From an optimization exercise on the open Yosys and OpenROAD flow, aimed at small area; shortcuts taken in it are not production practice.
The RTL was checked by simulation tests, not by an equivalence proof against the original design.

[run.sh]
#!/bin/bash
# synth_recipe.tcl (not shown) runs the flow's synth.tcl, then flattens the netlist and writes it again
# the make line also repeats each setting of config.mk as NAME=value (left out here)
make -C /OpenROAD-flow-scripts/flow DESIGN_CONFIG=/design/flow/config.mk WORK_HOME=/design/flow/orfs CLKGATE_MAP_FILE= SYNTH_SCRIPT=/design/flow/synth_recipe.tcl finish
[config.mk]
export PLATFORM = sky130hd
export DESIGN_NAME = stack_cpu
export DESIGN_NICKNAME = stack_cpu
export VERILOG_FILES = /design/flow/design.v
export SDC_FILE = /design/flow/constraint.sdc
export NUM_CORES = 4
export LEC_CHECK = 0
export CAP_MARGIN = 20
export CORE_MARGIN = 2
export CORE_UTILIZATION = 40
export PLACE_DENSITY = 0.6
export SLEW_MARGIN = 20
[constraint.sdc]
create_clock -name core_clock -period 12.0 [get_ports {clk}]
set_input_delay 2.4000 -clock core_clock [delete_from_list [all_inputs] [get_ports {clk}]]
set_output_delay 2.4000 -clock core_clock [all_outputs]
set_load 0.01 [all_outputs]
[design.v]
module stack_cpu (
    input  wire        clk,
    input  wire        rst,          
    input  wire [31:0] code_size,    
    output wire [31:0] code_addr,
    input  wire [31:0] code_rdata,
    output wire [1:0]  status,       
    output wire [2:0]  reason,       
    output wire [31:0] pc,
    output wire [4:0]  sp,
    input  wire [3:0]  stk_idx,
    output wire [31:0] stk_data
);
    localparam [3:0] S_CHK  = 4'd0,   
                     S_EX   = 4'd1,   
                     S_PCHK = 4'd2,   
                     S_PIMM = 4'd3,   
                     S_RST  = 4'd4,   
                     S_INC  = 4'd5,   
                     S_CJ   = 4'd6,   
                     S_MD1  = 4'd7,   
                     S_IT   = 4'd8,   
                     S_FIX  = 4'd9,   
                     S_DONE = 4'd10;
    reg  [3:0]   state;
    reg  [31:0]  pc_r;
    reg  [4:0]   sp_r;
    reg  [1:0]   status_r;
    reg  [2:0]   reason_r;
    reg  [3:0]   ph;
    reg  [511:0] ring;
    reg  [31:0]  A;
    reg  [31:0]  B;
    reg          lap;
    reg          take;
    assign code_addr = pc_r;
    assign pc        = pc_r;
    assign sp        = sp_r;
    assign status    = status_r;
    assign reason    = reason_r;
    wire st_chk  = (state == S_CHK);
    wire st_ex   = (state == S_EX);
    wire st_pchk = (state == S_PCHK);
    wire st_pimm = (state == S_PIMM);
    wire st_rst  = (state == S_RST);
    wire st_inc  = (state == S_INC);
    wire st_cj   = (state == S_CJ);
    wire st_md1  = (state == S_MD1);
    wire st_it   = (state == S_IT);
    wire st_fix  = (state == S_FIX);
    wire st_done = (state == S_DONE);
    wire [31:0] w = code_rdata;
    wire [4:0]  op = w[4:0];
    wire hi0    = (w[31:5] == 27'd0);
    wire valid  = hi0 && (op != 5'd0) && (op <= 5'd17);
    wire o_push = (op == 5'd1);
    wire o_pop  = (op == 5'd2);
    wire o_add  = (op == 5'd3);
    wire o_sub  = (op == 5'd4);
    wire o_mult = (op == 5'd5);
    wire o_div  = (op == 5'd6);
    wire o_mod  = (op == 5'd7);
    wire o_jmp  = (op == 5'd8) || (op == 5'd15);
    wire o_cmp  = (op >= 5'd9) && (op <= 5'd13);
    wire o_call = (op == 5'd14);
    wire o_nop  = (op == 5'd16);
    wire o_as   = o_add || o_sub;
    wire o_dm   = o_div || o_mod;
    wire o_md   = o_mult || o_dm;
    wire need1 = o_pop || o_jmp || o_call;
    wire need2 = o_as || o_md;
    wire need3 = o_cmp;
    wire underflow = (need1 && sp_r == 5'd0) ||
                     (need2 && sp_r <  5'd2) ||
                     (need3 && sp_r <  5'd3);
    wire [3:0] sp4 = sp_r[3:0];
    wire al0 = (ph          == sp4);         
    wire al1 = (ph + 4'd1   == sp4);         
    wire al2 = (ph + 4'd2   == sp4);         
    wire al3 = (ph + 4'd3   == sp4);         
    wire sel2 = (st_md1 && o_dm) || (st_it && o_mult) || (st_ex && o_cmp);
    wire [3:0] sel  = st_done ? stk_idx : (sp4 - (sel2 ? 4'd2 : 4'd1));
    wire [3:0] ridx = sel - ph;
    wire [31:0] R  = ring[{ridx, 5'd0} +: 32];
    wire [31:0] W0 = ring[31:0];
    wire [31:0] W1 = ring[63:32];
    assign stk_data = R;
    wire ex_as  = st_ex && o_as;
    wire ex_cmp = st_ex && o_cmp;
    wire ex_dm  = st_ex && o_dm;
    wire p_pc = st_chk || st_pchk || st_inc || st_cj || st_rst ||
                (st_ex && !(o_as || o_cmp || o_dm));
    wire p_x  = ex_as || ex_cmp;
    wire p_s  = st_it;
    wire s_in = o_dm && B[31];
    wire fix_neg = o_mult ? 1'b0 : (o_div ? (W0[31] ^ W1[31]) : W0[31]);
    wire q_r  = ex_as || ex_cmp || ex_dm || st_md1 || (st_it && (o_dm || B[31]));
    wire q_cs = st_chk || st_pchk;
    wire q_rd = st_pimm;
    wire q_a  = st_fix && !o_div;
    wire q_b  = st_fix && o_div;
    wire inv  = st_chk || st_pchk || st_rst || (ex_as && o_sub) || ex_cmp ||
                (st_md1 && o_dm && R[31]) || (st_it && o_dm && !R[31]) ||
                (st_fix && fix_neg);
    wire cin  = st_chk || st_pchk || st_inc || st_cj ||
                (st_ex && !(o_as || o_cmp || o_dm)) ||
                (ex_as && o_sub) || ex_cmp ||
                (st_md1 && o_dm && R[31]) || (st_it && o_dm && !R[31]) ||
                (st_fix && fix_neg);
    wire [31:0] P = ({32{p_pc}} & pc_r) | ({32{p_x}} & W0) |
                    ({32{p_s}} & {A[30:0], s_in});
    wire [31:0] Q = ({32{q_r}} & R) | ({32{q_cs}} & code_size) |
                    ({32{q_rd}} & code_rdata) | ({32{q_a}} & A) | ({32{q_b}} & B);
    wire [32:0] sum = {1'b0, P} + {1'b0, Q ^ {32{inv}}} + {32'd0, cin};
    wire [31:0] S    = sum[31:0];
    wire        cout = sum[32];
    wire        zero = (S == 32'd0);
    wire x31 = W0[31];
    wire y31 = R[31];
    wire ge  = (x31 ^ y31) ? ~x31 : cout;
    reg  cond;
    always @(*) begin
        case (op)
            5'd9:    cond = zero;
            5'd10:   cond = ge && !zero;
            5'd11:   cond = ge;
            5'd12:   cond = !ge;
            default: cond = !ge || zero;
        endcase
    end
    wire ins = (st_ex && ((o_call && al1) || (o_as && al2))) ||
               (st_pimm && al0) || st_fix;
    always @(posedge clk) begin
        ring <= {ins ? S : W0, ring[511:32]};
        A    <= (st_it && (o_mult || cout)) ? S : P;
        B    <= st_it ? {B[30:0], cout} : S;
    end
    always @(posedge clk) begin
        if (rst) begin
            state    <= S_CHK;
            pc_r     <= 32'd0;
            sp_r     <= 5'd0;
            status_r <= 2'd0;
            reason_r <= 3'd0;
            ph       <= 4'd0;
        end else begin
            ph <= ph + 4'd1;
            case (state)
                S_CHK: begin
                    if (cout) begin status_r <= 2'd2; reason_r <= 3'd4; state <= S_DONE; end
                    else      state <= S_EX;
                end
                S_EX: begin
                    if (!valid) begin
                        status_r <= 2'd2; reason_r <= 3'd1; state <= S_DONE;
                    end else if (o_push) begin
                        pc_r  <= S;
                        state <= S_PCHK;
                    end else if (underflow) begin
                        status_r <= 2'd2; reason_r <= 3'd2; state <= S_DONE;
                    end else if (o_pop) begin
                        sp_r  <= sp_r - 5'd1;
                        pc_r  <= S;
                        state <= S_CHK;
                    end else if (o_nop) begin
                        pc_r  <= S;
                        state <= S_CHK;
                    end else if (o_jmp) begin
                        sp_r  <= sp_r - 5'd1;
                        pc_r  <= R;
                        state <= S_CHK;
                    end else if (o_call) begin
                        if (al1) begin
                            pc_r  <= R;
                            state <= S_CHK;
                        end
                    end else if (o_as) begin
                        if (al2) begin
                            sp_r  <= sp_r - 5'd1;
                            state <= S_INC;
                        end
                    end else if (o_cmp) begin
                        if (al3) begin
                            take  <= cond;
                            state <= S_CJ;
                        end
                    end else if (o_mult) begin
                        state <= S_MD1;
                    end else if (o_dm) begin
                        if (zero) begin
                            sp_r  <= sp_r - 5'd2;
                            state <= S_INC;
                        end else
                            state <= S_MD1;
                    end else begin  
                        status_r <= 2'd1; state <= S_DONE;
                    end
                end
                S_PCHK: begin
                    if (cout)                begin reason_r <= 3'd4; state <= S_RST; end
                    else if (sp_r[4])        begin reason_r <= 3'd3; state <= S_RST; end
                    else                     state <= S_PIMM;
                end
                S_PIMM: begin
                    if (al0) begin
                        sp_r  <= sp_r + 5'd1;
                        state <= S_INC;
                    end
                end
                S_RST: begin
                    pc_r     <= S;
                    status_r <= 2'd2;
                    state    <= S_DONE;
                end
                S_INC: begin
                    pc_r  <= S;
                    state <= S_CHK;
                end
                S_CJ: begin
                    sp_r  <= sp_r - 5'd3;
                    pc_r  <= take ? R : S;
                    state <= S_CHK;
                end
                S_MD1: begin
                    lap <= 1'b0;
                    if (al3) state <= S_IT;
                end
                S_IT: begin
                    if (al3) begin
                        lap <= 1'b1;
                        if (lap) state <= S_FIX;
                    end
                end
                S_FIX: begin
                    sp_r  <= sp_r - 5'd1;
                    state <= S_INC;
                end
                default: ;  
            endcase
        end
    end
endmodule
==> results of run 1 <==
flip-flops by register name (all words and copies together), names as in the netlist, 2 cells and up:
name / count
ring: 512
pc_r: 32
ph: 4
status_r: 2
reason_r: 3
state: 4
A: 32
sp_r: 5
B: 32
metal layers:
metal	GRT usage (%)	wire length (µm)
met5	0	0
met4	7.65	2000
met3	3.82	5100
met2	36.4	33100
met1	31.4	31600
worst max-delay path, delay by kind of cell:
| kind | cells | cell delay (ns) |
|---|---|---|
| buffers and inverters | 5 | 0.89 |
| AND/OR/NAND/NOR | 8 | 2.32 |
| multiplexers | 2 | 0.51 |
| XOR/XNOR | 2 | 0.78 |
| AO/OA/AOI/OAI | 11 | 2.70 |
| adder cells (fa/ha/maj) | 4 | 1.93 |
cell usage after synthesis (13+ instances only):
master    instances
xor2_1           24
buf_4            33
nand3_1          68
a211oi_1         68
clkbuf_1        121
nand4_1          19
nand2_1         259
dfxtp_1         626
o211ai_1         16
a21o_1           13
buf_1            14
xnor2_1          56
a222oi_1         61
mux4_2          128
a21oi_1         123
inv_1            61
a31oi_1          42
nor3_1           25
mux2i_1          13
ha_1             46
and2_1           33
nor2_1          176
o21ai_0          97
worst min path at each step:
stage / startpoint / slack, ns / endpoint
after global routing: ring[251] / 0.34 / ring[219]
final: ring[123] / 0.34 / ring[91]
after global placement: ring[267] / 0.33 / ring[235]
after floorplan: ring[32] / 0.33 / ring[0]
after CTS: ring[251] / 0.34 / ring[219]
after detailed placement: ring[436] / 0.33 / ring[404]
metrics by stage:
stage	hold slack, ns	util, %	setup slack (ns)	cell area (µm²)	std cells
floorplan	0.326	-	2.15	24500	2303
global placement	0.330	44.8	0.531	27100	3147
detailed placement	0.331	44.8	0.478	27100	3147
CTS	0.338	48.6	1.05	29400	3267
global route	0.342	48.6	0.420	29400	3267
finish	0.337	48.6	0.888	29400	3267
cell type report:
class                      count  share of cell area, %
tap                          782                   3.33
timing repair buffer         245                   7.90
clock inverter                25                   1.06
inverter                      62                  0.792
sequential                   628                   42.9
multi-input combinational   1430                   37.3
clock buffer                  95                   6.75
cells by family (layout without fill, tap and decap cells):
kind of cell,Yosys count,count (layout),synth area share [%]
compound gates,498,498,13.9
xor+xnor,80,80,2.86
fa+ha+maj,50,50,2.64
buf+inv,245,427,4.42
flops,628,628,51.4
mux,149,149,12.7
simple gates,653,653,12.1
==> run notes, run 1 <==
Avg WL per Cell 22.0 µm; number of core rows 90; root buf cell clkbuf_16; #FFs+latches synth 628; via count 18500; core outline area 60500 µm²; Critical Path RT 12.45 ns; WL final 71800 µm; layout cell share with drive strength beyond 1 14.2%; Period Utilization, post-route 92.6%; kind of end point of the critical path register; number of synthesis warnings 1; fin nets 2552; fillers 5432; first-pass GRT wire length 112000 µm; Port Buffers 175; most frequent cells in the layout 626 x dfxtp_1, 259 x nand2_1, 175 x nor2_1, 174 x clkdlybuf4s50_1, 128 x mux4_2; sequential cell area 12600 µm²; Post-Syn Area per Cell 10.6 µm²; r2r worst-path depth 31; count of cells resized by post-cts repair 0; minimum clock period 11.11 ns; critical path's largest stage delay 0.93 ns; dpl hpwl 51100 µm; most used cell, CP inv_1; DRT Pass-1 Iters 8; GRT Overall Usage 22.8%; Max Cap Viol 0; CP max-delay cell fa_4; cts bufs inserted 66; Syn Nets 2422; vias in the first global route 18600; largest net degree at the start of global routing 84; CP endpoint state[1]; Antenna diodes 0; maximum fanout along the worst path 11; Slew Viols, Final 0; CTS Sinks 628; CP startpoint kind input pin; Die Height 251 µm; clk buf depth 3; worst reg2reg startpoint state[2]; Hold Path Depth 0; Setup crit start code_rdata[0]; RSZ-0062 raised after global routing false; Clock Pin Slew Worst Setup and Hold Paths 0.06 ns; CTS tree done; DR DRC count 0; Seq/Total Area, Yosys 51.4%; Die Area 63200 µm²; Hold Path Class reg -> reg; Worst Path Arrival 11.57 ns; initial DRC count 1755; multi-input logic area 11000 µm²; Cells after Synth 2303; area delta synth->final 20.0%; Worst-Margin Slew 1.01 ns; GRT overflow 0; antenna violations before repair 1; CTS H-tree depth 3; Synth top area share 51.2%; Final Setup Violations 0; io pins 176; Post-synth EDFFs 2; die width 251 µm; Hold Buf Count CTS 0; Final GP Congestion 0.950; Worst-Skew Late Latency 0.60 ns; starting density of the core 40.5%; top_reg_cell synth dfxtp_1; setup_tns 0 ns; final antenna-violating net count 0; fmax 90.0 MHz; post-synth top area cell dfxtp_1; Post-Syn Area 24500 µm²; Layout Skew 0.0184 ns; post-CTS setup buffers 0; status complete, no violations; Post-synth ARST share 0%; Reg2Reg Setup Slack 2.56 ns; library cells used by synthesis 85; synth top area cells dfxtp_1 51%, mux4_2 12%, nand2_1 4.0%; commonest non-fill, non-tap cell in the layout dfxtp_1; RR Endpoint state[1]; vias per inst 5.65; final hold vios 0; Slew HR 32.7%; critical path type in -> reg
==> inputs of run 2 (changes only) <==
--- a/design.v
+++ b/design.v
@@ -21,7 +21,8 @@
                      S_MD1  = 4'd7,   
                      S_IT   = 4'd8,   
                      S_FIX  = 4'd9,   
-                     S_DONE = 4'd10;
+                     S_DONE = 4'd10,
+                     S_WAIT = 4'd11;  
     reg  [3:0]   state;
     reg  [31:0]  pc_r;
     reg  [4:0]   sp_r;
@@ -33,6 +34,7 @@
     reg  [31:0]  B;
     reg          lap;
     reg          take;
+    reg  [4:0]   op;      
     assign code_addr = pc_r;
     assign pc        = pc_r;
     assign sp        = sp_r;
@@ -49,10 +51,11 @@
     wire st_it   = (state == S_IT);
     wire st_fix  = (state == S_FIX);
     wire st_done = (state == S_DONE);
+    wire st_wait = (state == S_WAIT);
     wire [31:0] w = code_rdata;
-    wire [4:0]  op = w[4:0];
-    wire hi0    = (w[31:5] == 27'd0);
-    wire valid  = hi0 && (op != 5'd0) && (op <= 5'd17);
+    wire w_valid = (w[31:5] == 27'd0) && (w[4:0] != 5'd0) && (w[4:0] <= 5'd17);
+    always @(posedge clk) op <= w_valid ? w[4:0] : 5'd0;
+    wire valid  = (op != 5'd0);
     wire o_push = (op == 5'd1);
     wire o_pop  = (op == 5'd2);
     wire o_add  = (op == 5'd3);
@@ -74,14 +77,17 @@
                      (need2 && sp_r <  5'd2) ||
                      (need3 && sp_r <  5'd3);
     wire [3:0] sp4 = sp_r[3:0];
-    wire al0 = (ph          == sp4);         
-    wire al1 = (ph + 4'd1   == sp4);         
-    wire al2 = (ph + 4'd2   == sp4);         
-    wire al3 = (ph + 4'd3   == sp4);         
+    wire [3:0] gap = sp4 - ph;              
+    wire al0 = (gap == 4'd0);               
+    wire al1 = (gap == 4'd1);               
+    wire al2 = (gap == 4'd2);               
+    wire al3 = (gap == 4'd3);               
     wire sel2 = (st_md1 && o_dm) || (st_it && o_mult) || (st_ex && o_cmp);
     wire [3:0] sel  = st_done ? stk_idx : (sp4 - (sel2 ? 4'd2 : 4'd1));
     wire [3:0] ridx = sel - ph;
-    wire [31:0] R  = ring[{ridx, 5'd0} +: 32];
+    wire [15:0] roh = 16'd1 << ridx;
+    wire [31:0] R;
+    stack_rdmux u_rd (.words(ring), .sel(roh), .r(R));
     wire [31:0] W0 = ring[31:0];
     wire [31:0] W1 = ring[63:32];
     assign stk_data = R;
@@ -111,9 +117,9 @@
                     ({32{p_s}} & {A[30:0], s_in});
     wire [31:0] Q = ({32{q_r}} & R) | ({32{q_cs}} & code_size) |
                     ({32{q_rd}} & code_rdata) | ({32{q_a}} & A) | ({32{q_b}} & B);
-    wire [32:0] sum = {1'b0, P} + {1'b0, Q ^ {32{inv}}} + {32'd0, cin};
-    wire [31:0] S    = sum[31:0];
-    wire        cout = sum[32];
+    wire [33:0] sum = {1'b0, P, 1'b1} + {1'b0, Q ^ {32{inv}}, cin};
+    wire [31:0] S    = sum[32:1];
+    wire        cout = sum[33];
     wire        zero = (S == 32'd0);
     wire x31 = W0[31];
     wire y31 = R[31];
@@ -148,8 +154,9 @@
             case (state)
                 S_CHK: begin
                     if (cout) begin status_r <= 2'd2; reason_r <= 3'd4; state <= S_DONE; end
-                    else      state <= S_EX;
-                end
+                    else      state <= S_WAIT;
+                end
+                S_WAIT: state <= S_EX;
                 S_EX: begin
                     if (!valid) begin
                         status_r <= 2'd2; reason_r <= 3'd1; state <= S_DONE;
@@ -240,3 +247,15 @@
         end
     end
 endmodule
+module stack_rdmux (
+    input  wire [511:0] words,
+    input  wire [15:0]  sel,
+    output reg  [31:0]  r
+);
+    integer i;
+    always @(*) begin
+        r = 32'd0;
+        for (i = 0; i < 16; i = i + 1)
+            r = r | ({32{sel[i]}} & words[32*i +: 32]);
+    end
+endmodule
--- a/config.mk
+++ b/config.mk
@@ -10,3 +10,5 @@
 export CORE_UTILIZATION = 40
 export PLACE_DENSITY = 0.6
 export SLEW_MARGIN = 20
+export SYNTH_HIERARCHICAL = 1
+export SYNTH_MINIMUM_KEEP_SIZE = 0
==> run 2 against run 1 <==
Compared with the run above:
- still clean on timing, DRC and antenna
- non-clock buffer count decreased by 21
- utilization fell by 1.4 points
- area after synthesis shrank 1.5%
- synthesized cell count grew 3.9%
- clock skew is 0.0042 ns higher
- sequential share of layout area is 1.9 points higher
- via count rose by 8.5%
- critical endpoint is now sp_r[4]
==> run notes, run 2 <==
Hold Path End ring[230]; Reg2Reg Setup Slack 0.74 ns; library cells used by synthesis 92; maximum fanout along the worst path 32; io pins 176; DRT Pass-1 Iters 8; via count 20000; synth top area cells dfxtp_1 52%, a221oi_1 4.7%, a22o_1 4.7%; kind of end point of the critical path register; Period Utilization, post-route 93.8%; final antenna-violating net count 0; Critical Path RT 12.52 ns; post-route design area 28300 µm²; most used cell, CP nand2_1; RSZ-0062 raised after global routing false; worst reg2reg startpoint state[1]; Finished Layout Cells 3319; post-synthesis mux area share 1.62%; root buf cell clkbuf_16; Hold Buf Count CTS 0; number of synthesis warnings 8; Worst-Skew Late Latency 0.63 ns; Synth Area in Compound Gates 23.1%; Post-Syn Area 24100 µm²; most frequent cells in the layout 631 x dfxtp_1, 227 x nand2_1, 174 x clkdlybuf4s50_1, 133 x nor2_1; Largest register FFs 512; r2r worst-path depth 34; Hold Path Depth 0; CTS tree done; CP max-delay cell or4b_1; setup_tns 0 ns; Worst-Margin Slew 1.20 ns; post-synth top area cell dfxtp_1; Seq/Total Area, Yosys 52.6%; fin nets 2612; vias in the first global route 19500; WL final 84200 µm; Worst Path Arrival 11.78 ns; critical path type reg -> reg; number of core rows 90; Slew Viols, Final 0; Synth top area share 52.4%; Clock Pin Slew Worst Setup and Hold Paths 0.07 ns; largest net degree at the start of global routing 59; CTS Sinks 633; count of cells resized by post-cts repair 0; commonest non-fill, non-tap cell in the layout dfxtp_1; CP startpoint kind register; Post-Synth Simple-Gate Area 12.1%; status complete, no violations; dpl hpwl 58800 µm; Port Buffers 175; GRT Overall Usage 26.2%; Avg WL per Cell 25.4 µm; Hold Path Class reg -> reg; worst hold start ring[262]; final hold vios 0; Post-Synth XOR/XNOR Area 2.47%; initial DRC count 2501; core outline area 60000 µm²; vias per inst 6.04; Syn Nets 2514; DR DRC count 0; critical path's largest stage delay 0.82 ns; area delta synth->final 17.5%; Largest Register ring; Cells after Synth 2393; Worst Hold Margin 0.340 ns; minimum clock period 11.26 ns; Die Area 62300 µm²; area post-placement 26300 µm²; antenna violations before repair 2; first-pass GRT wire length 125000 µm; fillers 5569; RR Endpoint sp_r[4]; post-CTS setup buffers 0; Die Height 250 µm; clk buf depth 3; layout cell share with drive strength beyond 1 7.89%; GRT overflow 0; #FFs+latches synth 633; Max Cap Viol 0; Final GP Congestion 0.966; top_reg_cell synth dfxtp_1; largest family of logic cells by synthesized area compound AO/OA/AOI/OAI gates; fmax 88.8 MHz; die width 250 µm; Post-synth EDFFs 2; Final Setup Violations 0; Slew HR 20.0%; Layout Skew 0.0226 ns; Synth top cells by count 631 x dfxtp_1, 227 x nand2_1, 149 x nor2_1; post-synthesis adder-cell area fraction 2.81%; dpl cells 3211; Post-Syn Area per Cell 10.1 µm²; Post-synth ARST share 0%; cts bufs inserted 60; starting density of the core 40.2%; most common cell in the netlist dfxtp_1; CTS H-tree depth 2
run 2: per-module statistics from Yosys (local to each module, per instance):
module,area [µm²],cells inside,copies in the design
stack_rdmux,2810,336,1
stack_cpu,21300,2057,1
run 2: worst max path at each step:
stage / startpoint / end / cells after the start
after global placement: stk_idx[0] / sp_r[4] / 30
after global routing: state[1] / sp_r[4] / 34
after CTS: state[1] / sp_r[4] / 33
after detailed placement: stk_idx[1] / sp_r[4] / 28
after floorplan: state[3] / sp_r[4] / 42
final: state[1] / sp_r[4] / 34
run 2: logic make-up (layout without fill, tap and decap cells):
kind of cell,Yosys count,in the layout
simple gates,622,622
xor+xnor,68,68
flops,633,633
compound gates,731,731
other cells,0,2
mux,39,39
buf+inv,248,390
fa+ha+maj,52,52
run 2: metal layers:
layer / vias up / part of all wire, % / wire length (µm) / track usage, %
met4: 0 / 3.3 / 2770 / 8.47
met3: 163 / 8.5 / 7180 / 4.88
met1: 9825 / 44 / 37100 / 36.7
li1: 9122 / - / - / -
met2: 931 / 44 / 37100 / 41.0
met5: - / 0 / 0 / 0
run 2: metrics by stage:
stage	setup WS [ns]	utilization, %
2_1_floorplan	2.56	-
3_5_place_dp	0.896	43.8
5_1_grt	0.163	47.2
6_report	0.743	47.2
3_3_place_gp	1.06	43.8
4_1_cts	1.02	47.2
run 2: cell type report:
class                   count  area [µm²]  area share [%]
flip-flops and latches    633       12700            44.8
clock buffers              84        1700            6.01
inverters                  60         225           0.795
repair buffers            224        2110            7.46
multi-input cells        1512       10300            36.3
diodes                      2        5.00          0.0177
clock inverters            22         335            1.18
well taps                 782         978            3.45
run 2: worst max-delay path, delay by kind of cell (launching register included):
kind	cells	cell delay (ns)
AND/OR/NAND/NOR	13	4.25
multiplexers	1	0.25
XOR/XNOR	3	0.51
adder cells (fa/ha/maj)	4	1.40
buffers and inverters	2	0.43
flip-flops	1	0.54
AO/OA/AOI/OAI	11	3.76
==> inputs of run 3 (changes only) <==
==> flow/run.sh (new file) <==
#!/bin/bash
set -euo pipefail
export BUFFER_PORTS_ARGS="-buffer_cell sky130_fd_sc_hd__buf_1"
export CTS_ARGS="-sink_clustering_enable -repair_clock_nets -dont_use_dummy_load -buf_list {sky130_fd_sc_hd__clkbuf_8} -sink_clustering_size 16 -sink_clustering_max_diameter 60"
bash standard.sh > flow_make.log 2>&1
==> standard.sh (new file) <==
#!/bin/bash
# synth_recipe.tcl (not shown) runs the flow's synth.tcl, then flattens the netlist and writes it again
# the make line also repeats each setting of config.mk as NAME=value (left out here)
make -C /OpenROAD-flow-scripts/flow DESIGN_CONFIG=/design/flow/config.mk WORK_HOME=/design/flow/orfs CLKGATE_MAP_FILE= SYNTH_SCRIPT=/design/flow/synth_recipe.tcl "${@:-finish}"
removed: run.sh
==> run 3 against run 2 <==
Compared with the run above:
- register-to-register slack better by 0.19 ns
- worst setup slack better by 0.19 ns
- global-route usage is 0.30 points lower
- count of clock-buffer cells in the layout is 33 lower
- design area is 8.7% lower
- sequential share of layout area is 4.2 points higher
- still clean on timing, DRC and antenna
- synthesized cell count stayed put
- sequential cell count stayed put
- critical path depth is 2 higher
- hold slack worse by 0.047 ns
- critical endpoint unchanged
- area after synthesis stayed put
==> run notes, run 3 <==
commonest non-fill, non-tap cell in the layout dfxtp_1; first-pass GRT wire length 123000 µm; layout cell share with drive strength beyond 1 6.18%; GRT Overall Usage 25.9%; WL final 83500 µm; library cells used by synthesis 92; initial DRC count 2362; cts bufs inserted 51; Final GP Congestion 1.01; DRT Pass-1 Iters 8; Post-Syn Area per Cell 10.1 µm²; Slew Viols, Final 0; number of synthesis warnings 8; fmax 90.4 MHz; post-CTS setup buffers 0; Post-synth EDFFs 2; critical path type reg -> reg; CTS tree done; die width 250 µm; Slew HR 35.8%; io pins 176; Worst Hold Margin 0.293 ns; Port Buffers 175; area delta synth->final 7.30%; minimum clock period 11.07 ns; Critical Path RT 12.52 ns; Post-Syn Area 24100 µm²; Largest Register ring; RSZ-0062 raised after global routing false; setup_tns 0 ns; fin nets 2598; Syn Nets 2514; maximum fanout along the worst path 20; CTS H-tree depth 2; vias in the first global route 19100; number of core rows 90; Max Cap Viol 0; kind of end point of the critical path register; core outline area 60000 µm²; top_reg_cell synth dfxtp_1; CP startpoint kind register; Post-synth ARST share 0%; post-synth top area cell dfxtp_1; Cells after Synth 2393; Seq/Total Area, Yosys 52.6%; Avg WL per Cell 25.6 µm; synth top area cells dfxtp_1 52%, a221oi_1 4.7%, a22o_1 4.7%; most common cell in the netlist dfxtp_1; final antenna-violating net count 0; count of cells resized by post-cts repair 0; clk buf depth 3; Clock Pin Slew Worst Setup and Hold Paths 0.09 ns; GRT overflow 0; dpl hpwl 58000 µm; Largest register FFs 512; largest net degree at the start of global routing 58; multi-input logic area 10300 µm²; Synth top cells by count 631 x dfxtp_1, 227 x nand2_1, 149 x nor2_1; final hold vios 0; most frequent cells in the layout 631 x dfxtp_1, 227 x nand2_1, 174 x buf_1, 133 x nor2_1; Synth top area share 52.4%; vias per inst 6.09; most used cell, CP nand2_1; Hold Buf Count CTS 0; CTS Sinks 633; Layout Skew 0.0992 ns; #FFs+latches synth 633; via count 19900; fillers 5764; Worst-Margin Slew 0.948 ns; Final Setup Violations 0; Worst Path Arrival 11.58 ns; Worst-Skew Late Latency 0.67 ns; root buf cell clkbuf_8; status complete, no violations; starting density of the core 40.2%; Period Utilization, post-route 92.2%; Die Area 62300 µm²; sequential cell area 12700 µm²; DR DRC count 0; antenna violations before repair 4; Hold Path Class reg -> reg; Die Height 250 µm; critical path's largest stage delay 0.78 ns; CP max-delay cell dfxtp_1
## run 3: cell counts after synthesis
No cell type changed its count.
## run 3: final timing paths
kind,from,end,slack (ns),cells past startpoint
max reg2reg,op[0],sp_r[4],0.93,36
min,ring[480],ring[448],0.29,0
max,op[0],sp_r[4],0.93,36
min reg2reg,ring[480],ring[448],0.29,0
## run 3: modules after synthesis, one instance, submodules excluded
module / times used / flip-flops and latches / cells
stack_cpu: 1 / 633 / 2057
stack_rdmux: 1 / 0 / 336
## run 3: metrics by stage
stage	cell area, µm²	util (%)	cells	setup WS, ns
finish	25900	43.1	3259	0.933
CTS	25900	43.1	3257	1.12
global route	25900	43.1	3258	0.226
detailed placement	25200	41.9	3206	1.22
global placement	25200	41.9	3206	1.38
floorplan	24100	-	2393	2.56
## run 3: cell type report
type,count,share of cell area [%]
repair buffers,219,3.82
flip-flops and latches,633,49.1
diodes,2,0.0193
multi-input cells,1512,39.7
clock buffers,51,2.71
inverters,60,0.870
well taps,782,3.78
## run 3: critical path, delay by kind of cell (launching register included)
kind | cells | cell delay [ns]
AND/OR/NAND/NOR | 14 | 4.28
flip-flops | 1 | 0.78
multiplexers | 1 | 0.25
XOR/XNOR | 4 | 0.96
adder cells (fa/ha/maj) | 4 | 1.56
AO/OA/AOI/OAI | 12 | 2.92
buffers and inverters | 1 | 0.14
## run 3: cells by family after synthesis
kind of cell,Yosys count,share of synthesized area [%]
XOR/XNOR,68,2.47
flip-flops,633,52.6
AND/OR/NAND/NOR,622,12.1
buffers and inverters,248,5.22
adder cells (fa/ha/maj),52,2.81
multiplexers,39,1.62
AO/OA/AOI/OAI,731,23.1
## run 3: layer usage
metal	routed length [µm]	GRT usage, %	up-vias
li1	-	-	9060
met1	37300	35.8	9765
met2	36200	39.7	867
met3	6790	5.63	168
met4	3190	9.93	2
met5	19	0	-
==> inputs of run 4 (changes only) <==
--- a/design.v
+++ b/design.v
@@ -18,6 +18,7 @@
                      S_RST  = 4'd4,   
                      S_INC  = 4'd5,   
                      S_CJ   = 4'd6,   
+                     S_CMP2 = 4'd12,  
                      S_MD1  = 4'd7,   
                      S_IT   = 4'd8,   
                      S_FIX  = 4'd9,   
@@ -47,6 +48,7 @@
     wire st_rst  = (state == S_RST);
     wire st_inc  = (state == S_INC);
     wire st_cj   = (state == S_CJ);
+    wire st_cmp2 = (state == S_CMP2);
     wire st_md1  = (state == S_MD1);
     wire st_it   = (state == S_IT);
     wire st_fix  = (state == S_FIX);
@@ -83,7 +85,8 @@
     wire al2 = (gap == 4'd2);               
     wire al3 = (gap == 4'd3);               
     wire sel2 = (st_md1 && o_dm) || (st_it && o_mult) || (st_ex && o_cmp);
-    wire [3:0] sel  = st_done ? stk_idx : (sp4 - (sel2 ? 4'd2 : 4'd1));
+    wire [3:0] sel  = st_done ? stk_idx :
+                      (sp4 - (st_cmp2 ? 4'd3 : sel2 ? 4'd2 : 4'd1));
     wire [3:0] ridx = sel - ph;
     wire [15:0] roh = 16'd1 << ridx;
     wire [31:0] R;
@@ -94,23 +97,23 @@
     wire ex_as  = st_ex && o_as;
     wire ex_cmp = st_ex && o_cmp;
     wire ex_dm  = st_ex && o_dm;
-    wire p_pc = st_chk || st_pchk || st_inc || st_cj || st_rst ||
-                (st_ex && !(o_as || o_cmp || o_dm));
-    wire p_x  = ex_as || ex_cmp;
+    wire p_pc = st_chk || st_pchk || st_inc || (st_cj && !take) || st_rst ||
+                (st_ex && !(o_as || o_cmp || o_dm || o_jmp));
+    wire p_x  = ex_as || ex_cmp || st_cmp2;
     wire p_s  = st_it;
     wire s_in = o_dm && B[31];
     wire fix_neg = o_mult ? 1'b0 : (o_div ? (W0[31] ^ W1[31]) : W0[31]);
-    wire q_r  = ex_as || ex_cmp || ex_dm || st_md1 || (st_it && (o_dm || B[31]));
+    wire q_r  = ex_as || (st_ex && o_jmp) || (st_cj && take) || ex_cmp || st_cmp2 || ex_dm || st_md1 || (st_it && (o_dm || B[31]));
     wire q_cs = st_chk || st_pchk;
     wire q_rd = st_pimm;
     wire q_a  = st_fix && !o_div;
     wire q_b  = st_fix && o_div;
-    wire inv  = st_chk || st_pchk || st_rst || (ex_as && o_sub) || ex_cmp ||
+    wire inv  = st_chk || st_pchk || st_rst || (ex_as && o_sub) || ex_cmp || st_cmp2 || ex_dm ||
                 (st_md1 && o_dm && R[31]) || (st_it && o_dm && !R[31]) ||
                 (st_fix && fix_neg);
-    wire cin  = st_chk || st_pchk || st_inc || st_cj ||
-                (st_ex && !(o_as || o_cmp || o_dm)) ||
-                (ex_as && o_sub) || ex_cmp ||
+    wire cin  = st_chk || st_pchk || st_inc || (st_cj && !take) ||
+                (st_ex && !(o_as || o_cmp || o_dm || o_jmp)) ||
+                (ex_as && o_sub) || ex_cmp || st_cmp2 || ex_dm ||
                 (st_md1 && o_dm && R[31]) || (st_it && o_dm && !R[31]) ||
                 (st_fix && fix_neg);
     wire [31:0] P = ({32{p_pc}} & pc_r) | ({32{p_x}} & W0) |
@@ -120,18 +123,18 @@
     wire [33:0] sum = {1'b0, P, 1'b1} + {1'b0, Q ^ {32{inv}}, cin};
     wire [31:0] S    = sum[32:1];
     wire        cout = sum[33];
-    wire        zero = (S == 32'd0);
+    wire        yzero = cout;
     wire x31 = W0[31];
     wire y31 = R[31];
     wire ge  = (x31 ^ y31) ? ~x31 : cout;
     reg  cond;
     always @(*) begin
         case (op)
-            5'd9:    cond = zero;
-            5'd10:   cond = ge && !zero;
-            5'd11:   cond = ge;
-            5'd12:   cond = !ge;
-            default: cond = !ge || zero;
+            5'd9:    cond = take && ge;       
+            5'd10:   cond = !ge;              
+            5'd11:   cond = take;             
+            5'd12:   cond = !take;            
+            default: cond = ge;               
         endcase
     end
     wire ins = (st_ex && ((o_call && al1) || (o_as && al2))) ||
@@ -174,7 +177,7 @@
                         state <= S_CHK;
                     end else if (o_jmp) begin
                         sp_r  <= sp_r - 5'd1;
-                        pc_r  <= R;
+                        pc_r  <= S;
                         state <= S_CHK;
                     end else if (o_call) begin
                         if (al1) begin
@@ -188,13 +191,13 @@
                         end
                     end else if (o_cmp) begin
                         if (al3) begin
-                            take  <= cond;
-                            state <= S_CJ;
+                            take  <= ge;
+                            state <= S_CMP2;
                         end
                     end else if (o_mult) begin
                         state <= S_MD1;
                     end else if (o_dm) begin
-                        if (zero) begin
+                        if (yzero) begin
                             sp_r  <= sp_r - 5'd2;
                             state <= S_INC;
                         end else
@@ -223,9 +226,13 @@
                     pc_r  <= S;
                     state <= S_CHK;
                 end
+                S_CMP2: begin
+                    take  <= cond;
+                    state <= S_CJ;
+                end
                 S_CJ: begin
                     sp_r  <= sp_r - 5'd3;
-                    pc_r  <= take ? R : S;
+                    pc_r  <= S;
                     state <= S_CHK;
                 end
                 S_MD1: begin
==> run 4 against run 3 <==
Compared with the run above:
- hold slack worse by 0.011 ns
- global-route usage is 0.64 points higher
- clock skew is 0.020 ns lower
- sequential cell count stayed put
- count of clock-buffer cells in the layout is 2 higher
- final cell count is 2.9% lower
- non-clock buffer count is 1 higher
- critical path depth is 1 higher
- synthesized cell count is 4.1% lower
==> run notes, run 4 <==
post-CTS setup buffers 0; post-synth top area cell dfxtp_1; Hold Path End ring[227]; Slew Viols, Final 0; Layout Skew 0.0792 ns; CP startpoint kind register; dpl hpwl 57200 µm; root buf cell clkbuf_8; CTS tree done; RR Endpoint A[18]; Post-Synth Simple-Gate Area 9.52%; Largest Register ring; Max Cap Viol 0; Final GP Congestion 0.952; Seq/Total Area, Yosys 53.3%; die width 248 µm; CP max-delay cell o21ai_4; minimum clock period 10.72 ns; clk buf depth 3; post-synthesis adder-cell area fraction 2.85%; dpl cells 3112; #FFs+latches synth 633; GRT overflow 0; Post-Synth XOR/XNOR Area 2.72%; most used cell, CP buf_4; layout cell share with drive strength beyond 1 7.52%; Post-synth ARST share 0%; core outline area 58900 µm²; Worst Path Arrival 11.24 ns; number of synthesis warnings 8; Die Area 61500 µm²; Cells after Synth 2295; Worst-Margin Slew 1.06 ns; count of cells resized by post-cts repair 0; Final Util 43.8%; GRT Overall Usage 26.6%; RSZ-0062 raised after global routing false; number of core rows 89; final hold vios 0; kind of end point of the critical path register; status complete, no violations; most common cell in the netlist dfxtp_1; Antenna diodes 0; Hold Path Class reg -> reg; largest family of logic cells by synthesized area compound AO/OA/AOI/OAI gates; largest net degree at the start of global routing 67; Post-synth EDFFs 2; Finished Layout Cells 3166; post-synthesis mux area share 3.94%; initial DRC count 2165; cts bufs inserted 53; Reg2Reg Setup Slack 1.28 ns; Post-Syn Area 23800 µm²; vias in the first global route 18800; r2r worst-path depth 37; Hold Path Depth 0; worst hold start ring[259]; commonest non-fill, non-tap cell in the layout dfxtp_1; WL final 83800 µm; Clock Pin Slew Worst Setup and Hold Paths 0.09 ns; Synth top area share 53.1%; antenna violations before repair 3; Port Buffers 175; starting density of the core 40.4%; Post-Syn Area per Cell 10.4 µm²; critical path's largest stage delay 0.85 ns; maximum fanout along the worst path 32; Avg WL per Cell 26.5 µm; Synth Area in Compound Gates 22.5%; Period Utilization, post-route 89.4%; via count 19200; first-pass GRT wire length 122000 µm; Synth top cells by count 631 x dfxtp_1, 197 x nand2_1, 128 x a22o_1; library cells used by synthesis 81; worst reg2reg startpoint op[3]; CTS Sinks 633; synth top area cells dfxtp_1 53%, a22o_1 4.7%, a221oi_1 4.6%; io pins 176; final antenna-violating net count 0; Critical Path RT 12.52 ns; area delta synth->final 8.34%; Final Setup Violations 0; top_reg_cell synth dfxtp_1; Largest register FFs 512; fmax 93.2 MHz; most frequent cells in the layout 631 x dfxtp_1, 197 x nand2_1, 174 x buf_1, 128 x a22o_1, 126 x a221oi_1; vias per inst 6.07; Worst-Skew Late Latency 0.68 ns; Die Height 248 µm; DR DRC count 0; setup_tns 0 ns; Slew HR 29.2%; Hold Buf Count CTS 0; critical path type reg -> reg; CTS H-tree depth 2; fin nets 2516; Syn Nets 2416; DRT Pass-1 Iters 10
## run 4: cell type report
cell class	count	area, µm²
Tap cell	773	967
Timing Repair Buffer	220	1020
Fill cell	5594	33100
Multi-Input combinational cell	1413	10100
Sequential cell	633	12700
Inverter	74	278
Clock buffer	53	729
## run 4: worst max-delay path: cells and delay by family (launching register included)
kind	cells	cell delay, ns
xor+xnor	3	0.53
buf+inv	5	1.44
flops	1	0.30
mux	1	0.32
fa+ha+maj	4	1.44
simple gates	8	1.99
compound gates	16	4.52
## run 4: worst max-delay path by stage
stage	from	slack [ns]	endpoint	cells after the start
floorplan	stk_idx[1]	3.30	A[12]	29
global route	op[4]	0.74	A[18]	37
detailed placement	stk_idx[0]	1.19	A[12]	27
CTS	op[3]	1.24	A[18]	36
finish	op[3]	1.28	A[18]	37
global placement	stk_idx[1]	1.36	A[18]	30
## run 4: cells by family (layout without fill, tap and decap cells)
| group | count (synthesis) | count (layout) |
|---|---|---|
| AND/OR/NAND/NOR | 495 | 495 |
| AO/OA/AOI/OAI | 705 | 705 |
| XOR/XNOR | 74 | 74 |
| adder cells (fa/ha/maj) | 52 | 52 |
| multiplexers | 87 | 87 |
| flip-flops | 633 | 633 |
| buffers and inverters | 249 | 347 |
## run 4: metrics by stage
stage               hold WS, ns  area [µm²]  setup slack [ns]
global placement          0.332       25000              1.36
global route              0.279       25800             0.744
detailed placement        0.337       25000              1.19
floorplan                 0.331       23800              3.30
finish                    0.282       25800              1.28
CTS                       0.279       25800              1.24
## run 4: per-module statistics from Yosys (local to each module, per instance)
module	copies in the design	flops+latches
stack_cpu	1	633
stack_rdmux	1	0
## run 4: layer usage
metal / wire (µm) / vias up / track usage [%] / part of all wire [%]
met2: 37500 / 886 / 42.1 / 45
met5: 0 / - / 0 / 0
li1: - / 8680 / - / -
met3: 6750 / 157 / 3.96 / 8.0
met1: 36300 / 9494 / 36.5 / 43
met4: 3270 / 0 / 10.3 / 3.9
==> inputs of run 5 (changes only) <==
--- a/design.v
+++ b/design.v
@@ -19,6 +19,7 @@
                      S_INC  = 4'd5,   
                      S_CJ   = 4'd6,   
                      S_CMP2 = 4'd12,  
+                     S_SV   = 4'd13,  
                      S_MD1  = 4'd7,   
                      S_IT   = 4'd8,   
                      S_FIX  = 4'd9,   
@@ -32,7 +33,7 @@
     reg  [3:0]   ph;
     reg  [511:0] ring;
     reg  [31:0]  A;
-    reg  [31:0]  B;
+    reg          neg;     
     reg          lap;
     reg          take;
     reg  [4:0]   op;      
@@ -49,6 +50,7 @@
     wire st_inc  = (state == S_INC);
     wire st_cj   = (state == S_CJ);
     wire st_cmp2 = (state == S_CMP2);
+    wire st_sv   = (state == S_SV);
     wire st_md1  = (state == S_MD1);
     wire st_it   = (state == S_IT);
     wire st_fix  = (state == S_FIX);
@@ -56,7 +58,7 @@
     wire st_wait = (state == S_WAIT);
     wire [31:0] w = code_rdata;
     wire w_valid = (w[31:5] == 27'd0) && (w[4:0] != 5'd0) && (w[4:0] <= 5'd17);
-    always @(posedge clk) op <= w_valid ? w[4:0] : 5'd0;
+    always @(posedge clk) if (st_wait) op <= w_valid ? w[4:0] : 5'd0;
     wire valid  = (op != 5'd0);
     wire o_push = (op == 5'd1);
     wire o_pop  = (op == 5'd2);
@@ -84,7 +86,8 @@
     wire al1 = (gap == 4'd1);               
     wire al2 = (gap == 4'd2);               
     wire al3 = (gap == 4'd3);               
-    wire sel2 = (st_md1 && o_dm) || (st_it && o_mult) || (st_ex && o_cmp);
+    wire sel2 = (st_sv && o_dm) || (st_it && o_mult) || (st_fix && o_dm) ||
+                (st_ex && o_cmp);
     wire [3:0] sel  = st_done ? stk_idx :
                       (sp4 - (st_cmp2 ? 4'd3 : sel2 ? 4'd2 : 4'd1));
     wire [3:0] ridx = sel - ph;
@@ -97,29 +100,32 @@
     wire ex_as  = st_ex && o_as;
     wire ex_cmp = st_ex && o_cmp;
     wire ex_dm  = st_ex && o_dm;
-    wire p_pc = st_chk || st_pchk || st_inc || (st_cj && !take) || st_rst ||
+    wire p_pc = st_chk || st_pchk || st_inc || (st_cj && !take) || st_rst || st_sv ||
                 (st_ex && !(o_as || o_cmp || o_dm || o_jmp));
     wire p_x  = ex_as || ex_cmp || st_cmp2;
     wire p_s  = st_it;
-    wire s_in = o_dm && B[31];
-    wire fix_neg = o_mult ? 1'b0 : (o_div ? (W0[31] ^ W1[31]) : W0[31]);
-    wire q_r  = ex_as || (st_ex && o_jmp) || (st_cj && take) || ex_cmp || st_cmp2 || ex_dm || st_md1 || (st_it && (o_dm || B[31]));
+    wire s_in = o_dm && pc_r[31];
+    wire fix_neg = !o_mult && neg;
+    wire md1_neg = st_md1 && o_dm && pc_r[31];
+    wire q_r  = ex_as || (st_ex && o_jmp) || (st_cj && take) || ex_cmp || st_cmp2 || ex_dm ||
+                (st_it && (o_dm || pc_r[31]));
     wire q_cs = st_chk || st_pchk;
-    wire q_rd = st_pimm;
+    wire q_rd = 1'b0;
+    wire p_rd = st_pimm;
     wire q_a  = st_fix && !o_div;
-    wire q_b  = st_fix && o_div;
+    wire q_pc = (st_fix && o_div) || (st_md1 && o_dm);
     wire inv  = st_chk || st_pchk || st_rst || (ex_as && o_sub) || ex_cmp || st_cmp2 || ex_dm ||
-                (st_md1 && o_dm && R[31]) || (st_it && o_dm && !R[31]) ||
+                md1_neg || (st_it && o_dm && !R[31]) ||
                 (st_fix && fix_neg);
     wire cin  = st_chk || st_pchk || st_inc || (st_cj && !take) ||
                 (st_ex && !(o_as || o_cmp || o_dm || o_jmp)) ||
                 (ex_as && o_sub) || ex_cmp || st_cmp2 || ex_dm ||
-                (st_md1 && o_dm && R[31]) || (st_it && o_dm && !R[31]) ||
+                md1_neg || (st_it && o_dm && !R[31]) ||
                 (st_fix && fix_neg);
     wire [31:0] P = ({32{p_pc}} & pc_r) | ({32{p_x}} & W0) |
-                    ({32{p_s}} & {A[30:0], s_in});
+                    ({32{p_s}} & {A[30:0], s_in}) | ({32{p_rd}} & code_rdata);
     wire [31:0] Q = ({32{q_r}} & R) | ({32{q_cs}} & code_size) |
-                    ({32{q_rd}} & code_rdata) | ({32{q_a}} & A) | ({32{q_b}} & B);
+                    ({32{q_rd}} & code_rdata) | ({32{q_a}} & A) | ({32{q_pc}} & pc_r);
     wire [33:0] sum = {1'b0, P, 1'b1} + {1'b0, Q ^ {32{inv}}, cin};
     wire [31:0] S    = sum[32:1];
     wire        cout = sum[33];
@@ -137,12 +143,12 @@
             default: cond = ge;               
         endcase
     end
+    wire sv_go = o_mult ? al1 : al2;
     wire ins = (st_ex && ((o_call && al1) || (o_as && al2))) ||
-               (st_pimm && al0) || st_fix;
+               (st_pimm && al0) || (st_sv && sv_go) || st_fix;
     always @(posedge clk) begin
         ring <= {ins ? S : W0, ring[511:32]};
         A    <= (st_it && (o_mult || cout)) ? S : P;
-        B    <= st_it ? {B[30:0], cout} : S;
     end
     always @(posedge clk) begin
         if (rst) begin
@@ -195,13 +201,13 @@
                             state <= S_CMP2;
                         end
                     end else if (o_mult) begin
-                        state <= S_MD1;
+                        state <= S_SV;
                     end else if (o_dm) begin
                         if (yzero) begin
                             sp_r  <= sp_r - 5'd2;
                             state <= S_INC;
                         end else
-                            state <= S_MD1;
+                            state <= S_SV;
                     end else begin  
                         status_r <= 2'd1; state <= S_DONE;
                     end
@@ -235,17 +241,27 @@
                     pc_r  <= S;
                     state <= S_CHK;
                 end
+                S_SV: begin
+                    if (sv_go) begin
+                        pc_r  <= R;
+                        neg   <= o_div ? (W0[31] ^ W1[31]) : W0[31];
+                        state <= S_MD1;
+                    end
+                end
                 S_MD1: begin
+                    if (o_dm) pc_r <= S;     
                     lap <= 1'b0;
                     if (al3) state <= S_IT;
                 end
                 S_IT: begin
+                    pc_r <= {pc_r[30:0], cout};
                     if (al3) begin
                         lap <= 1'b1;
                         if (lap) state <= S_FIX;
                     end
                 end
                 S_FIX: begin
+                    pc_r  <= R;              
                     sp_r  <= sp_r - 5'd1;
                     state <= S_INC;
                 end
==> run 5 against run 4 <==
Compared with the run above:
- still clean on timing, DRC and antenna
- count of clock-buffer cells in the layout down 5
- critical path type unchanged
- worst setup slack gained 0.67 ns
- clock skew down 0.018 ns
- via count is 5.0% lower
==> run notes, run 5 <==
status complete, no violations; family with the most delay on the worst path compound AO/OA/AOI/OAI gates; most frequent cells in the layout 594 x dfxtp_1, 201 x nand2_1, 174 x buf_1, 141 x a221oi_1, 129 x a22o_1; Largest Register ring; Critical Path RT 12.50 ns; GRT overflow 0; Synth top area share 51.8%; Die Area 59300 µm²; fin nets 2371; DR DRC count 0; number of core rows 87; initial DRC count 2254; post-CTS setup buffers 0; commonest non-fill, non-tap cell in the layout dfxtp_1; count of cells resized by post-cts repair 0; antenna violations before repair 1; via count 18300; core outline area 56600 µm²; Largest register FFs 512; Reg2Reg Setup Slack 1.94 ns; setup_tns 0 ns; vias per inst 6.08; Post-synth ARST share 0%; vias in the first global route 18000; most common cell in the netlist dfxtp_1; WL final 75600 µm; area delta synth->final 7.83%; Synth top cells by count 594 x dfxtp_1, 201 x nand2_1, 141 x a221oi_1; dpl hpwl 50900 µm; Period Utilization, post-route 83.8%; Clock Pin Slew Worst Setup and Hold Paths 0.10 ns; Layout Skew 0.0609 ns; Final GP Congestion 0.901; #FFs+latches synth 602; io pins 176; Die Height 244 µm; starting density of the core 40.5%; Final Setup Violations 0; Avg WL per Cell 25.2 µm; final antenna-violating net count 0; layout cell share with drive strength beyond 1 8.63%; biggest regs ring: 512 flops, A: 32 flops, pc_r: 32 flops; CP max-delay cell a221oi_1; root buf cell clkbuf_8; most used cell, CP nand2_1; GRT Overall Usage 24.8%; cts bufs inserted 48; Cells after Synth 2162; RSZ-0062 raised after global routing false; library cells used by synthesis 79; critical path's largest stage delay 0.76 ns; Seq/Total Area, Yosys 52.9%; CP startpoint kind register; Syn Nets 2283; minimum clock period 10.06 ns; post-synth top area cell dfxtp_1; clk buf depth 3; first-pass GRT wire length 113000 µm; Worst Path Arrival 10.55 ns; Worst Hold Margin 0.307 ns; maximum fanout along the worst path 31; critical path type reg -> reg; kind of end point of the critical path register; Post-Syn Area per Cell 10.6 µm²; Buf/Inv on CP 3; DRT Pass-1 Iters 12; Port Buffers 175; top_reg_cell synth dfxtp_1; Slew HR 24.6%; die width 244 µm; Post-synth EDFFs 8; synth top area cells dfxtp_1 52%, a221oi_1 5.4%, a22o_1 4.9%; Hold Path Class reg -> reg; CTS Sinks 602; largest net degree at the start of global routing 67; Hold Buf Count CTS 0; Slew Viols, Final 0; CTS H-tree depth 2; fmax 99.4 MHz; Worst-Skew Late Latency 0.67 ns; Max Cap Viol 0; Post-Syn Area 22900 µm²; final hold vios 0; CTS tree done; number of synthesis warnings 8; Worst-Margin Slew 1.13 ns
[run 5: changes by cell type after synthesis, sizes merged, moves of 16 or more]
cell    delta
mux2      +33
inv       -27
a21oi     -60
a222oi    +36
mux2i     -48
dfxtp     -37
a211oi    +19
a221oi    +16
o21ai     -55
[run 5: layout make-up]
type / count / area [µm²]
tap: 756 / 946
fill: 5466 / 31900
sequential: 602 / 12100
multi-input combinational: 1336 / 9830
timing repair buffer: 216 / 1010
clock buffer: 48 / 661
inverter: 46 / 173
antenna: 1 / 2.50
[run 5: metrics by stage]
| step | instances | setup WS [ns] | util (%) | area (µm²) |
|---|---|---|---|---|
| 6_report | 3005 | 1.94 | 43.7 | 24700 |
| 5_1_grt | 3005 | 1.42 | 43.7 | 24700 |
| 4_1_cts | 3003 | 1.87 | 43.7 | 24700 |
| 3_5_place_dp | 2955 | 1.90 | 42.5 | 24100 |
| 3_3_place_gp | 2954 | 1.82 | 42.5 | 24000 |
| 2_1_floorplan | 2162 | 2.91 | - | 22900 |
[run 5: worst paths after layout]
kind	start	end	cells past startpoint
worst min register to register	ring[193]	ring[161]	0
worst max register to register	op[0]	A[18]	32
worst min-delay path	ring[193]	ring[161]	0
worst max-delay path	op[0]	A[18]	32
[run 5: Yosys stat by module (local to each module, per instance)]
module	flip-flops and latches	cell area (µm²)	cells	times used
stack_cpu	602	20100	1826	1
stack_rdmux	0	2810	336	1
[run 5: cell families (layout without fill, tap and decap cells)]
| kind of cell | Yosys count | after routing | share of synthesized area (%) |
|---|---|---|---|
| other | 0 | 1 | 0 |
| buffers and inverters | 224 | 310 | 5.08 |
| muxes | 73 | 73 | 3.60 |
| adders and majority gates | 52 | 52 | 2.95 |
| and+or+nand+nor | 509 | 509 | 10.2 |
| AOI/OAI and AO/OA | 629 | 629 | 22.5 |
| xor gates and xnor gates | 73 | 73 | 2.79 |
| DFF | 602 | 602 | 52.9 |
[run 5: worst register-to-register path, delay by kind of cell, from the launching register on]
kind	cells	cell delay, ns
compound gates	10	3.58
flops	1	0.68
fa+ha+maj	3	1.29
simple gates	12	2.82
xor+xnor	3	0.46
mux	1	0.35
buf+inv	3	0.76
[run 5: per-layer routing]
metal  wire length [µm]  vias up  track usage [%]
met2              33100      843             38.1
met3               6360      129             5.31
met1              33900     8977             34.6
met4               2300        0             8.23
met5                  0        -                0
li1                   -     8314                -
==> inputs of run 6 (changes only) <==
--- a/config.mk
+++ b/config.mk
@@ -7,8 +7,8 @@
 export LEC_CHECK = 0
 export CAP_MARGIN = 20
 export CORE_MARGIN = 2
-export CORE_UTILIZATION = 40
-export PLACE_DENSITY = 0.6
+export CORE_UTILIZATION = 70
+export PLACE_DENSITY = 0.85
 export SLEW_MARGIN = 20
 export SYNTH_HIERARCHICAL = 1
 export SYNTH_MINIMUM_KEEP_SIZE = 0
==> run 6 against run 5 <==
Compared with the run above:
- largest cell class unchanged
- register-to-register slack better by 0.19 ns
- critical endpoint is now A[14]
- synthesized cell count stayed put
- area after synthesis did not move
- critical path type unchanged
- final cell count is 11% lower
- non-clock buffer count fell by 1
- still clean on timing, DRC and antenna
- clock skew rose by 0.016 ns
==> run notes, run 6 <==
status complete, no violations; cts bufs inserted 46; clk buf depth 3; Largest Register ring; largest net degree at the start of global routing 68; post-synth top area cell dfxtp_1; RSZ-0062 raised after global routing false; Post-Synth XOR/XNOR Area 2.79%; starting density of the core 70.9%; Worst Path Arrival 10.35 ns; post-synthesis mux area share 3.60%; fmax 101 MHz; Synth Area in Compound Gates 22.5%; worst reg2reg startpoint state[3]; final antenna-violating net count 0; number of core rows 66; count of cells resized by post-cts repair 0; Clock Pin Slew Worst Setup and Hold Paths 0.10 ns; Synth top area share 51.8%; CTS tree done; kind of end point of the critical path register; number of synthesis warnings 8; worst hold start ring[211]; WL final 72300 µm; Post-Syn Area per Cell 10.6 µm²; minimum clock period 9.86 ns; Period Utilization, post-route 82.2%; RR Endpoint A[14]; top_reg_cell synth dfxtp_1; Reg2Reg Setup Slack 2.14 ns; vias per inst 7.21; Antenna diodes 0; die width 185 µm; fin nets 2368; Avg WL per Cell 26.9 µm; core outline area 32400 µm²; Post-Synth Simple-Gate Area 10.2%; Final Setup Violations 0; CP max-delay cell or4b_1; DRT Pass-1 Iters 12; Setup crit start state[3]; Port Buffers 175; Worst-Skew Late Latency 0.67 ns; CTS H-tree depth 2; via count 19400; root buf cell clkbuf_8; post-synthesis adder-cell area fraction 2.95%; largest family of logic cells by synthesized area compound AO/OA/AOI/OAI gates; library cells used by synthesis 79; Final GP Congestion 1.01; maximum fanout along the worst path 24; Largest register FFs 512; final hold vios 0; critical path's largest stage delay 0.68 ns; post-CTS setup buffers 0; vias in the first global route 18900; Post-synth ARST share 0%; most common cell in the netlist dfxtp_1; Syn Nets 2283; Cells after Synth 2162; first-pass GRT wire length 109000 µm; Post-Syn Area 22900 µm²; Critical Path RT 12.48 ns; DR DRC count 0; dpl hpwl 47200 µm; CTS Sinks 602; r2r worst-path depth 34; antenna violations before repair 0; area post-placement 23600 µm²; Worst-Margin Slew 1.22 ns; GRT overflow 0; Die Area 34200 µm²; Layout Skew 0.0770 ns; Hold Path Class reg -> reg; CP startpoint kind register; Slew HR 17.9%; commonest non-fill, non-tap cell in the layout dfxtp_1; Hold Buf Count CTS 0; most frequent cells in the layout 594 x dfxtp_1, 201 x nand2_1, 174 x buf_1, 141 x a221oi_1, 129 x a22o_1; #FFs+latches synth 602; Synth top cells by count 594 x dfxtp_1, 201 x nand2_1, 141 x a221oi_1; area delta synth->final 5.82%; Seq/Total Area, Yosys 52.9%; setup_tns 0 ns; Slew Viols, Final 0; post-route design area 24300 µm²; synth top area cells dfxtp_1 52%, a221oi_1 5.4%, a22o_1 4.9%; critical path type reg -> reg; fillers 2258; biggest regs ring: 512 flops, A: 32 flops, pc_r: 32 flops; Post-synth EDFFs 8; io pins 176; Max Cap Viol 0; GRT Overall Usage 41.8%; initial DRC count 3199; layout cell share with drive strength beyond 1 8.51%; Die Height 185 µm; CP endpoint A[14]
-- run 6: changes by cell type in the layout (fill, tap and decap cells not counted), sizes merged --
cell | before | now
diode | 1 | 0
clkbuf | 49 | 48
buf | 215 | 213
-- run 6: modules after synthesis, one instance, submodules excluded --
| module | cells inside | times used | flops+latches | cell area [µm²] |
|---|---|---|---|---|
| stack_cpu | 1826 | 1 | 602 | 20100 |
| stack_rdmux | 336 | 1 | 0 | 2810 |
-- run 6: kinds of logic (layout without fill, tap and decap cells) --
logic type | count (synthesis) | after routing
buf+inv | 224 | 307
simple gates | 509 | 509
xor+xnor | 73 | 73
mux | 73 | 73
fa+ha+maj | 52 | 52
compound gates | 629 | 629
flops | 602 | 602
-- run 6: how the worst min path moves through the flow --
| stage | end | slack (ns) | depth (start not counted) |
|---|---|---|---|
| after floorplan | ring[126] | 0.33 | 0 |
| after global routing | ring[289] | 0.29 | 0 |
| after detailed placement | ring[186] | 0.34 | 0 |
| after CTS | ring[33] | 0.30 | 0 |
| after global placement | ring[266] | 0.33 | 0 |
| final | ring[179] | 0.30 | 0 |
-- run 6: metrics by stage --
step / setup slack (ns) / cells / hold WS, ns / utilization, %
after detailed placement: 2.06 / 2639 / 0.336 / 73.0
after global routing: 1.53 / 2687 / 0.292 / 75.0
after global placement: 2.40 / 2639 / 0.333 / 73.0
after CTS: 1.96 / 2685 / 0.300 / 74.9
final: 2.14 / 2687 / 0.298 / 75.0
after floorplan: 2.91 / 2162 / 0.331 / -
-- run 6: metal layers --
layer	up-vias	share of wire [%]	global-route usage, %
met2	1429	44	63.7
met4	0	4.9	21.7
li1	8326	-	-
met5	-	0	0
met3	294	12	9.91
met1	9330	39	55.7
-- run 6: area by class of cell --
type / instances / area (µm²) / area share, %
Sequential cell: 602 / 12100 / 50.0
Multi-Input combinational cell: 1336 / 9820 / 40.4
Timing Repair Buffer: 215 / 976 / 4.02
Clock buffer: 46 / 633 / 2.61
Tap cell: 442 / 553 / 2.28
Inverter: 46 / 173 / 0.711
-- run 6: worst max-delay path, delay by kind of cell, from the launching register on --
kind                       cells  cell delay, ns
adders and majority gates      4            1.55
xor gates and xnor gates       3            0.51
and+or+nand+nor               11            2.84
DFF                            1            0.63
AOI/OAI and AO/OA             12            2.81
muxes                          1            0.37
buffers and inverters          3            0.97

## static timing again, ports no longer ideal
Ports are ideal in the flow. The routed layouts listed here were re-timed in OpenROAD.
Step 1: set_driving_cell puts a clkbuf_16 on clk and a buf_2 on each other input, an assumption about the parent block.
Step 2 moves the port delays by t, midway between the first and last clock arrival at a register: inputs arrive t later, outputs are due t later. That takes back most of the time a late clock gives input paths.
Three values: no drivers, after step 1, after step 2; two values: the first two.
run	t (ns)	setup slack, ns	clock arrival spread, ns	worst register clock-pin slew, ns	worst data-port slew with drivers (ns)
run 1	0.647	0.888 / 0.924 / 0.276	0.018 / 0.019	0.07 / 0.07	0.05
run 2	0.678	0.743 / 0.743 / 0.626	0.022 / 0.022	0.07 / 0.07	0.05
run 3	0.682	0.933 / 0.933 / 0.933	0.100 / 0.100	0.10 / 0.10	0.06
run 4	0.694	1.276 / 1.276 / 1.247	0.079 / 0.079	0.11 / 0.11	0.06
run 5	0.700	1.944 / 1.944 / 1.944	0.062 / 0.062	0.10 / 0.10	0.04
run 6	0.683	2.138 / 2.138 / 2.138	0.078 / 0.077	0.11 / 0.11	0.07
After both steps setup and hold are still met in every run listed. The setup slack of run 1, which loses most, moves by +0.036 ns with the drivers and by -0.612 ns with both steps.
